What follows belongs to an exercise in optimizing a design on an open flow for small area, a short achievable clock period and few clock cycles per item; a production flow would make more cautious choices.
The RTL was checked by simulation tests, not by an equivalence proof against the original design.
No activity file was given, so power comes from the tool's default toggle rates.

`design/flow/config.mk`:
```
export PLATFORM = sky130hd
export DESIGN_NAME = fsync
export DESIGN_NICKNAME = fsync
export VERILOG_FILES = /design/flow/design.v
export SDC_FILE = /design/flow/constraint.sdc
export NUM_CORES = 4
export LEC_CHECK = 0
export CAP_MARGIN = 20
export CORE_MARGIN = 2
export CORE_UTILIZATION = 40
export SLEW_MARGIN = 20
```
`design/flow/constraint.sdc`:
```
create_clock -name core_clock -period 10.0 [get_ports {clk}]
set_input_delay 2.0000 -clock core_clock [delete_from_list [all_inputs] [get_ports {clk}]]
set_output_delay 2.0000 -clock core_clock [all_outputs]
set_load 0.01 [all_outputs]
```
`design/flow/design.v`:
```
module fsync (
    input  wire        clk,
    input  wire        rst,
    input  wire        in_valid,
    input  wire [7:0]  in_data,
    output wire        in_ready,
    output reg         out_valid,
    output reg  [1:0]  out_kind,
    output reg  [2:0]  out_reason,
    output reg  [31:0] out_frame_number,
    output reg  [15:0] out_total_len,
    output reg         out_points_present,
    output reg  [15:0] out_num_points,
    output reg         out_targets_present,
    output reg  [15:0] out_num_targets,
    output reg         out_indices_present,
    output reg  [15:0] out_num_indices,
    output reg         out_pc_malformed,
    output reg         out_tl_malformed,
    output reg  [15:0] out_unknown_tlvs,
    output reg  [31:0] entered,
    output reg  [31:0] exited,
    output reg         track_fault
);
    localparam [63:0] MARKER     = 64'h0201040306050807;  
    localparam [31:0] CAP        = 32'd32768;
    localparam        MAX_IDS    = 8;
    localparam        HIST_DEPTH = 24;
    localparam        STAGE      = 16;
    localparam [1:0] KIND_FRAME = 2'd1;
    localparam [1:0] KIND_TRUNC = 2'd2;
    localparam [2:0] R_SUBHEADER       = 3'd0;
    localparam [2:0] R_PAYLOAD         = 3'd1;
    localparam [2:0] R_BAD_TLV_LENGTH  = 3'd2;
    localparam [2:0] R_BAD_TOTAL_LEN   = 3'd3;
    localparam [2:0] R_LENGTH_MISMATCH = 3'd4;
    localparam [1:0] SG_ZERO = 2'b00;
    localparam [1:0] SG_POS  = 2'b01;
    localparam [1:0] SG_NEG  = 2'b10;
    localparam [3:0] S_HUNT      = 4'd0,
                     S_HDR       = 4'd1,
                     S_TLV_START = 4'd2,
                     S_TLV_HDR   = 4'd3,
                     S_TLV_CHECK = 4'd4,
                     S_PAYLOAD   = 4'd5,
                     S_SAMPLE    = 4'd6,
                     S_EVAL      = 4'd7,
                     S_DONE      = 4'd8;
    reg [3:0] state;
    assign in_ready = (state == S_HUNT) || (state == S_HDR) ||
                      (state == S_TLV_HDR) || (state == S_PAYLOAD);
    wire accept = in_valid && in_ready;
    reg [63:0] sr;           
    reg [15:0] cur;          
    reg [31:0] hdr_total;    
    reg [31:0] hdr_fn;       
    reg [15:0] hdr_ntlvs;    
    reg [15:0] tlv_idx;
    reg [31:0] tlv_type;
    reg [31:0] tlv_len;
    reg [2:0]  sub_cnt;
    reg [15:0] pay_left;
    reg        parse_tl;
    reg [6:0]  rec_off;
    reg [31:0] tgt_id;
    reg [23:0] tgt_x_lo;
    reg        pts_present, tgt_present, idx_present;
    reg [15:0] num_pts, num_tgt, num_idx;
    reg        pc_mal, tl_mal;
    reg [15:0] unk_cnt;
    reg [31:0] st_id  [0:STAGE-1];
    reg [1:0]  st_sgn [0:STAGE-1];
    reg [4:0]  st_cnt;
    reg        st_ovf;
    reg [31:0]             slot_id  [0:MAX_IDS-1];
    reg [4:0]              slot_cnt [0:MAX_IDS-1];    
    reg [2*HIST_DEPTH-1:0] slot_h   [0:MAX_IDS-1];    
    reg [4:0] ci;            
    wire [7:0]  b = in_data;
    wire [15:0] pay_len   = tlv_len[15:0] - 16'd8;
    wire [32:0] tlv_end   = {17'd0, cur} + {1'b0, tlv_len};
    wire [31:0] cur_x     = {b, tgt_x_lo};
    wire        x_banded  = (cur_x & 32'h7FFFFFFF) <= 32'h3F000000;
    wire [1:0]  x_sign    = ((cur_x & 32'h7FFFFFFF) == 32'd0) ? SG_ZERO :
                            (cur_x[31] ? SG_NEG : SG_POS);
    wire        boundary  = (hdr_fn % 32'd20) == 32'd0;
    reg  [MAX_IDS-1:0] slot_match;
    reg  [MAX_IDS-1:0] slot_free;
    reg                hit, have_free;
    reg  [2:0]         hit_slot, free_slot;
    integer k;
    always @* begin
        hit = 1'b0; have_free = 1'b0; hit_slot = 3'd0; free_slot = 3'd0;
        for (k = 0; k < MAX_IDS; k = k + 1) begin
            slot_match[k] = (slot_cnt[k] != 5'd0) && (slot_id[k] == st_id[ci[3:0]]);
            slot_free[k]  = (slot_cnt[k] == 5'd0);
        end
        for (k = MAX_IDS - 1; k >= 0; k = k - 1) begin
            if (slot_match[k]) begin hit = 1'b1; hit_slot = k[2:0]; end
            if (slot_free[k])  begin have_free = 1'b1; free_slot = k[2:0]; end
        end
    end
    reg        cross_n2p, cross_p2n, cross_found;
    reg [1:0]  sa, sb;
    reg [2*HIST_DEPTH-1:0] eh;
    reg [4:0]  ecnt;
    integer j;
    always @* begin
        eh = slot_h[ci[2:0]];
        ecnt = slot_cnt[ci[2:0]];
        cross_n2p = 1'b0; cross_p2n = 1'b0; cross_found = 1'b0;
        for (j = 0; j < HIST_DEPTH - 1; j = j + 1) begin
            sa = eh[2*j +: 2];
            sb = eh[2*j+2 +: 2];
            if (!cross_found && (j + 1 < ecnt)) begin
                if (sa == SG_NEG && sb == SG_POS) begin
                    cross_n2p = 1'b1; cross_found = 1'b1;
                end else if (sa == SG_POS && sb == SG_NEG) begin
                    cross_p2n = 1'b1; cross_found = 1'b1;
                end
            end
        end
    end
    integer i;
    always @(posedge clk) begin
        if (rst) begin
            state       <= S_HUNT;
            sr          <= 64'd0;
            out_valid   <= 1'b0;
            entered     <= 32'd0;
            exited      <= 32'd0;
            track_fault <= 1'b0;
            for (i = 0; i < MAX_IDS; i = i + 1)
                slot_cnt[i] <= 5'd0;
        end else begin
            out_valid <= 1'b0;
            case (state)
            S_HUNT: if (accept) begin
                sr <= {sr[55:0], b};
                if ({sr[55:0], b} == MARKER) begin
                    state       <= S_HDR;
                    cur         <= 16'd8;
                    pts_present <= 1'b0; tgt_present <= 1'b0; idx_present <= 1'b0;
                    num_pts     <= 16'd0; num_tgt <= 16'd0; num_idx <= 16'd0;
                    pc_mal      <= 1'b0; tl_mal <= 1'b0;
                    unk_cnt     <= 16'd0;
                end
            end
            S_HDR: if (accept) begin
                cur <= cur + 16'd1;
                case (cur)
                    16'd20: hdr_total[7:0]   <= b;
                    16'd21: hdr_total[15:8]  <= b;
                    16'd22: hdr_total[23:16] <= b;
                    16'd23: hdr_total[31:24] <= b;
                    16'd24: hdr_fn[7:0]      <= b;
                    16'd25: hdr_fn[15:8]     <= b;
                    16'd26: hdr_fn[23:16]    <= b;
                    16'd27: hdr_fn[31:24]    <= b;
                    16'd48: hdr_ntlvs[7:0]   <= b;
                    16'd49: hdr_ntlvs[15:8]  <= b;
                    default: ;
                endcase
                if (cur == 16'd51) begin
                    if (hdr_total < 32'd52 || hdr_total > CAP) begin
                        out_valid  <= 1'b1;
                        out_kind   <= KIND_TRUNC;
                        out_reason <= R_BAD_TOTAL_LEN;
                        state      <= S_HUNT;
                        sr         <= 64'd0;
                    end else begin
                        state   <= S_TLV_START;
                        tlv_idx <= 16'd0;
                    end
                end
            end
            S_TLV_START: begin
                if (tlv_idx == hdr_ntlvs) begin
                    if (cur == hdr_total[15:0]) begin
                        ci    <= 5'd0;
                        state <= tgt_present ? S_SAMPLE : S_DONE;
                    end else begin
                        out_valid  <= 1'b1;
                        out_kind   <= KIND_TRUNC;
                        out_reason <= R_LENGTH_MISMATCH;
                        state      <= S_HUNT;
                        sr         <= 64'd0;
                    end
                end else if ({16'd0, cur} + 32'd8 > hdr_total) begin
                    out_valid  <= 1'b1;
                    out_kind   <= KIND_TRUNC;
                    out_reason <= R_SUBHEADER;
                    state      <= S_HUNT;
                    sr         <= 64'd0;
                end else begin
                    sub_cnt <= 3'd0;
                    state   <= S_TLV_HDR;
                end
            end
            S_TLV_HDR: if (accept) begin
                sub_cnt <= sub_cnt + 3'd1;
                if (sub_cnt < 3'd4)
                    tlv_type[8*sub_cnt[1:0] +: 8] <= b;
                else
                    tlv_len[8*sub_cnt[1:0] +: 8] <= b;
                if (sub_cnt == 3'd7)
                    state <= S_TLV_CHECK;
            end
            S_TLV_CHECK: begin
                if (tlv_len < 32'd8) begin
                    out_valid  <= 1'b1;
                    out_kind   <= KIND_TRUNC;
                    out_reason <= R_BAD_TLV_LENGTH;
                    state      <= S_HUNT;
                    sr         <= 64'd0;
                end else if (tlv_end > {1'b0, hdr_total}) begin
                    out_valid  <= 1'b1;
                    out_kind   <= KIND_TRUNC;
                    out_reason <= R_PAYLOAD;
                    state      <= S_HUNT;
                    sr         <= 64'd0;
                end else begin
                    cur      <= tlv_end[15:0];
                    tlv_idx  <= tlv_idx + 16'd1;
                    pay_left <= pay_len;
                    rec_off  <= 7'd0;
                    parse_tl <= 1'b0;
                    case (tlv_type)
                        32'd6: begin
                            if (pay_len % 16'd16 != 16'd0)
                                pc_mal <= 1'b1;
                            else begin
                                pts_present <= 1'b1;
                                num_pts     <= pay_len / 16'd16;
                            end
                        end
                        32'd7: begin
                            if (pay_len % 16'd68 != 16'd0)
                                tl_mal <= 1'b1;
                            else begin
                                tgt_present <= 1'b1;
                                num_tgt     <= pay_len / 16'd68;
                                st_cnt      <= 5'd0;
                                st_ovf      <= 1'b0;
                                parse_tl    <= 1'b1;
                            end
                        end
                        32'd8: begin
                            idx_present <= 1'b1;
                            num_idx     <= pay_len;
                        end
                        default: unk_cnt <= unk_cnt + 16'd1;
                    endcase
                    state <= (pay_len == 16'd0) ? S_TLV_START : S_PAYLOAD;
                end
            end
            S_PAYLOAD: if (accept) begin
                pay_left <= pay_left - 16'd1;
                if (pay_left == 16'd1)
                    state <= S_TLV_START;
                if (parse_tl) begin
                    rec_off <= (rec_off == 7'd67) ? 7'd0 : rec_off + 7'd1;
                    if (rec_off < 7'd4)
                        tgt_id[8*rec_off[1:0] +: 8] <= b;
                    else if (rec_off < 7'd7)
                        tgt_x_lo[8*rec_off[1:0] +: 8] <= b;
                    else if (rec_off == 7'd7 && x_banded) begin
                        if (st_cnt < STAGE) begin
                            st_id[st_cnt[3:0]]  <= tgt_id;
                            st_sgn[st_cnt[3:0]] <= x_sign;
                            st_cnt <= st_cnt + 5'd1;
                        end else begin
                            st_ovf <= 1'b1;
                        end
                    end
                end
            end
            S_SAMPLE: begin
                if (ci < st_cnt) begin
                    if (hit) begin
                        if (slot_cnt[hit_slot] == HIST_DEPTH)
                            track_fault <= 1'b1;
                        else begin
                            slot_h[hit_slot][2*slot_cnt[hit_slot] +: 2] <= st_sgn[ci[3:0]];
                            slot_cnt[hit_slot] <= slot_cnt[hit_slot] + 5'd1;
                        end
                    end else if (have_free) begin
                        slot_id[free_slot]      <= st_id[ci[3:0]];
                        slot_h[free_slot][1:0]  <= st_sgn[ci[3:0]];
                        slot_cnt[free_slot]     <= 5'd1;
                    end else begin
                        track_fault <= 1'b1;
                    end
                    ci <= ci + 5'd1;
                end else begin
                    if (st_ovf)
                        track_fault <= 1'b1;
                    ci    <= 5'd0;
                    state <= boundary ? S_EVAL : S_DONE;
                end
            end
            S_EVAL: begin
                if (slot_cnt[ci[2:0]] != 5'd0) begin
                    if (cross_n2p) entered <= entered + 32'd1;
                    if (cross_p2n) exited  <= exited + 32'd1;
                    slot_cnt[ci[2:0]] <= 5'd0;
                end
                ci <= ci + 5'd1;
                if (ci == MAX_IDS - 1)
                    state <= S_DONE;
            end
            S_DONE: begin
                out_valid           <= 1'b1;
                out_kind            <= KIND_FRAME;
                out_reason          <= 3'd0;
                out_frame_number    <= hdr_fn;
                out_total_len       <= hdr_total[15:0];
                out_points_present  <= pts_present;
                out_num_points      <= num_pts;
                out_targets_present <= tgt_present;
                out_num_targets     <= num_tgt;
                out_indices_present <= idx_present;
                out_num_indices     <= num_idx;
                out_pc_malformed    <= pc_mal;
                out_tl_malformed    <= tl_mal;
                out_unknown_tlvs    <= unk_cnt;
                state               <= S_HUNT;
                sr                  <= 64'd0;
            end
            default: state <= S_HUNT;
            endcase
        end
    end
endmodule
```
`design/flow/run.sh`:
```
#!/bin/bash
# synth_recipe.tcl (not shown) runs the flow's synth.tcl, then flattens the netlist and writes it again
# the make line also repeats each setting of config.mk as NAME=value (left out here)
make -C /OpenROAD-flow-scripts/flow DESIGN_CONFIG=/design/flow/config.mk WORK_HOME=/design/flow/orfs CLKGATE_MAP_FILE= SYNTH_SCRIPT=/design/flow/synth_recipe.tcl finish
```
==> impl_metrics.toml <==
[critical_path]
cp-end-kind = "flop"
reg2reg_to = "state[1]$_SDFFE_PP0P_"
path_max_fanout = 20
rr_startpoint = "hdr_fn[27]$_DFFE_PP_"
timing.critical_path.arrival_ns = 10.30
reg2reg_depth = 34
r2r_setup_slack_ns = 0.46
critPathKind = "reg2reg"
critical_path_required_ns = 10.75
slowest_delay_ns = 0.55
critPathSlowestCell = "mux4_2"
startpoint_type = "flop"

[synth]
ys.flop_type = "edfxtp_1"
syn_inst = 6104
avgSynthCellArea_um2 = 13.47
synth-seq-cells = 1795
seq_area_frac_synth_pct = 63.47
synth_area_mm2 = 0.08224
synth-async-reset-ratio_pct = 0
yosysUniqueCellTypes = 120
yosys_warnings = 2
synth_edf_count = 1625

[sta]
slew-limit-headroom_pct = 22.75
worstMarginPinSlew_ns = 1.159
min_period_ns = 9.545
setup_viol = 0
min_period_over_period_pct = 95.45
maxSlewViolCount = 0
final_hold_viol_count = 0
fmax_mhz = 104.8
worst_slack_ns = 0.4551
hold_slack_ns = 0.4134
fin_tns_setup_ns = 0
fin_skew_ns = 0.05293

[floorplan]
core_mm2 = 0.2046
pin_count = 200
die_w_um = 457.4
fp-row-count = 166
start_util_pct = 40.20
dieArea_mm2 = 0.2093
die_h_um = 457.4

[worst_hold_path]
hp-start = "num_idx[15]$_SDFFCE_PN0P_"
hold_path_end = "out_num_indices[15]$_DFFE_PP_"
hold_depth = 0
hp-class = "reg2reg"

[final_layout]
area_growth_pct = 14.89
multi_input_area_mm2 = 0.02844
drive_gt1_share_pct = 13.97
fin_util_pct = 46.18
stdcell_area_mm2 = 0.09449
nets = 6492
regArea_mm2 = 0.05221
nFillCells = 17930

[routing]
vias = 52070
first_iter_violations = 4915
first_pass_iters = 8
m1WireLength_um = 94710
route.met3.wl_um = 13380
vias_per_cell = 5.648
post-route-drc-count = 0
met2_length_um = 106500
maxUsedRoutingLayer = "met5"
drtAntennaViolNets = 0
avgRoutedWirePerCell_um = 23.90
wirelength_um = 220300

[run]
max_cap_violations = 0

[placement]
place_congestion = 0.8666
dp_hpwl_um = 140700
dp_slack_ns = -0.3393
dpl_cell_area_mm2 = 0.08772
port_buffers = 189

[power]
seq_power_share_pct = 53.5
p_leak_nw = 33.02
pwr-share-comb_pct = 0.5
clkPwrFrac_pct = 46.0
power_density_mw_per_mm2 = 159.5
p_int_w = 0.01200
swShare_pct = 20.39
ir_drop_v = 0.0001796
p_switching_w = 0.003074

[clock_network]
cts_made_buffers = 191
root_buffer = "clkbuf_16"
cts_tree = "built"
path_clk_slew_ns = 0.06
htree_levels = 4
cts_sinks = 1795
clkLatencyLatePin_ns = 0.85
clockBufferDepth = 3

[global_route]
grt_start_max_net_pins = 105
grt_pass1_wl_um = 329800
grt_pass1_vias = 51800
overflow = 0
antenna_found_initial = 3
track_usage_pct = 20.59

[outcome]
status = "finished clean"
==> worst max-delay path by stage <==
stage,from,endpoint
after floorplan,tlv_len[3]$_DFFE_PP_,num_tgt[0]$_SDFFCE_PN0P_
after global placement,hdr_fn[29]$_DFFE_PP_,state[3]$_SDFFE_PP0P_
after detailed placement,hdr_fn[29]$_DFFE_PP_,state[3]$_SDFFE_PP0P_
after CTS,hdr_fn[29]$_DFFE_PP_,state[3]$_SDFFE_PP0P_
after global routing,hdr_fn[27]$_DFFE_PP_,state[1]$_SDFFE_PP0P_
final,hdr_fn[27]$_DFFE_PP_,state[1]$_SDFFE_PP0P_
==> layout by cell type, fill, tap and decap left out, types with 32 or more instances in the layout <==
cell	count
edfxtp_1	1625
xor2_1	171
and2_1	43
a21o_1	32
or3_1	34
nor3_1	94
nand2_1	424
nand4_1	120
clkbuf_16	192
mux4_2	267
inv_1	236
ha_1	108
nand3_1	203
clkinv_1	44
mux2_2	32
buf_4	174
mux2i_1	98
xnor2_1	307
nor2b_1	35
nor2_1	592
a21oi_1	207
dfxtp_1	166
nand2b_1	44
clkdlybuf4s50_1	188
nor4_1	90
and3_1	51
o21ai_0	261
clkbuf_1	40
==> stage by stage <==
stage,power (W),cells
6_report,0.01507,9219
5_1_grt,0.01550,9219
4_1_cts,0.01520,9187
3_5_place_dp,0.008301,8829
3_3_place_gp,0.008300,8829
2_1_floorplan,0.008265,6113
==> worst max-delay path: cells and delay by family, from the launching register on <==
kind | cells | cell delay [ns]
AO/OA/AOI/OAI | 19 | 5.35
multiplexers | 3 | 0.83
flip-flops | 1 | 0.47
buffers and inverters | 3 | 0.58
AND/OR/NAND/NOR | 9 | 2.20
==> cell families after synthesis <==
| logic type | after synthesis | share of synthesized area [%] |
|---|---|---|
| other | 1 | 0.004560 |
| adder cells (fa/ha/maj) | 114 | 1.730 |
| flip-flops | 1795 | 63.47 |
| multiplexers | 399 | 8.984 |
| buffers and inverters | 554 | 2.676 |
| XOR/XNOR | 484 | 5.163 |
| AO/OA/AOI/OAI | 856 | 6.846 |
| AND/OR/NAND/NOR | 1901 | 11.13 |
==> flip-flops by register name (all words and copies together), names as in the netlist, 24 cells and up, named ones only <==
register	flops
st_id	512
slot_h	384
slot_id	256
sr	56
slot_cnt	40
entered	32
exited	32
hdr_fn	32
hdr_total	32
out_frame_number	32
st_sgn	32
tgt_id	32
tlv_len	32
tlv_type	32
tgt_x_lo	24
==> layer usage <==
| metal | up-vias | track usage [%] |
|---|---|---|
| li1 | 23590 | - |
| met1 | 26440 | 28.27 |
| met2 | 1658 | 34.16 |
| met3 | 380 | 2.909 |
| met4 | 2 | 5.726 |
| met5 | - | 0 |
==> layout make-up <==
| cell class | instances | share of cell area (%) |
|---|---|---|
| diodes | 1 | 0.002648 |
| clock inverters | 108 | 1.168 |
| flip-flops and latches | 1795 | 55.26 |
| inverters | 243 | 0.9653 |
| repair buffers | 375 | 3.599 |
| multi-input cells | 3766 | 30.10 |
| well taps | 2688 | 3.559 |
| clock buffers | 243 | 5.350 |
==> power by group through the flow <==
stage,sequential (W),clock (W),combinational [W]
final,0.00807,0.00693,0.0000734
after global routing,0.00807,0.00736,0.0000777
after CTS,0.00807,0.00705,0.0000734
after detailed placement,0.00823,0,0.0000733
after global placement,0.00823,0,0.0000723
after floorplan,0.00823,0,0.0000365
==> what timing repair did <==
item,CTS,global route
hold endpoints to repair,0,0
hold buffers,0,0
pin swaps,1,14
cloned,0,2
endpoints found under the setup margin,4,22
buffers inserted,7,29
resized for setup,6,58
==> cells in the mapped netlist, drive strengths merged, types with 14 or more instances <==
master	instances	area share, %
edfxtp	1625	59
nor2	616	2.8
nand2	427	1.9
xnor2	312	3.3
o21ai	276	1.7
mux4	267	7.3
inv	236	1.1
clkbuf	228	1.0
a21oi	215	1.3
nand3	207	1.3
xor2	172	1.8
dfxtp	170	4.1
nand4	120	0.91
ha	108	1.6
nor3	103	0.63
mux2i	99	1.2
nor4	95	0.73
buf	83	0.53
and3	53	0.40
and2	48	0.37
nand2b	45	0.34
nor2b	37	0.28
or3	34	0.26
a21o	33	0.30
mux2	33	0.45
a31oi	29	0.24
a211oi	27	0.25
nand3b	23	0.21
o21bai	21	0.19
and4	16	0.17
o211ai	16	0.15
o21a	16	0.15
o31ai	16	0.15
or4	16	0.15
o22ai	15	0.12
o221ai	14	0.17
Testbench counts, summed over its fixed seeds: cycles 558,423, bytes 538,579.

re-timing with driven ports:
How much do the figures lean on ideal ports? The routed layout below was timed once more, with nothing changed but the port constraints.
Step 1 assumes that a clkbuf_16 drives the clock port and a buf_2 every other input.
Step 2 also shifts input and output timing later by t, the mid clock arrival at the registers, as if the neighbouring blocks saw the same clock.
a / b / c = no drivers / after step 1 / after step 2; a / b = the first two.
shift t [ns]: 0.911
setup slack, ns: 0.455 / 0.455 / 0.455
hold slack, ns: 0.413 / 0.413 / 0.413
worst register clock-pin slew, ns: 0.06 / 0.06
After both steps this run still meets setup and hold. For this run, drivers alone change the setup slack by 0.000 ns; drivers and shift together by 0.000 ns.
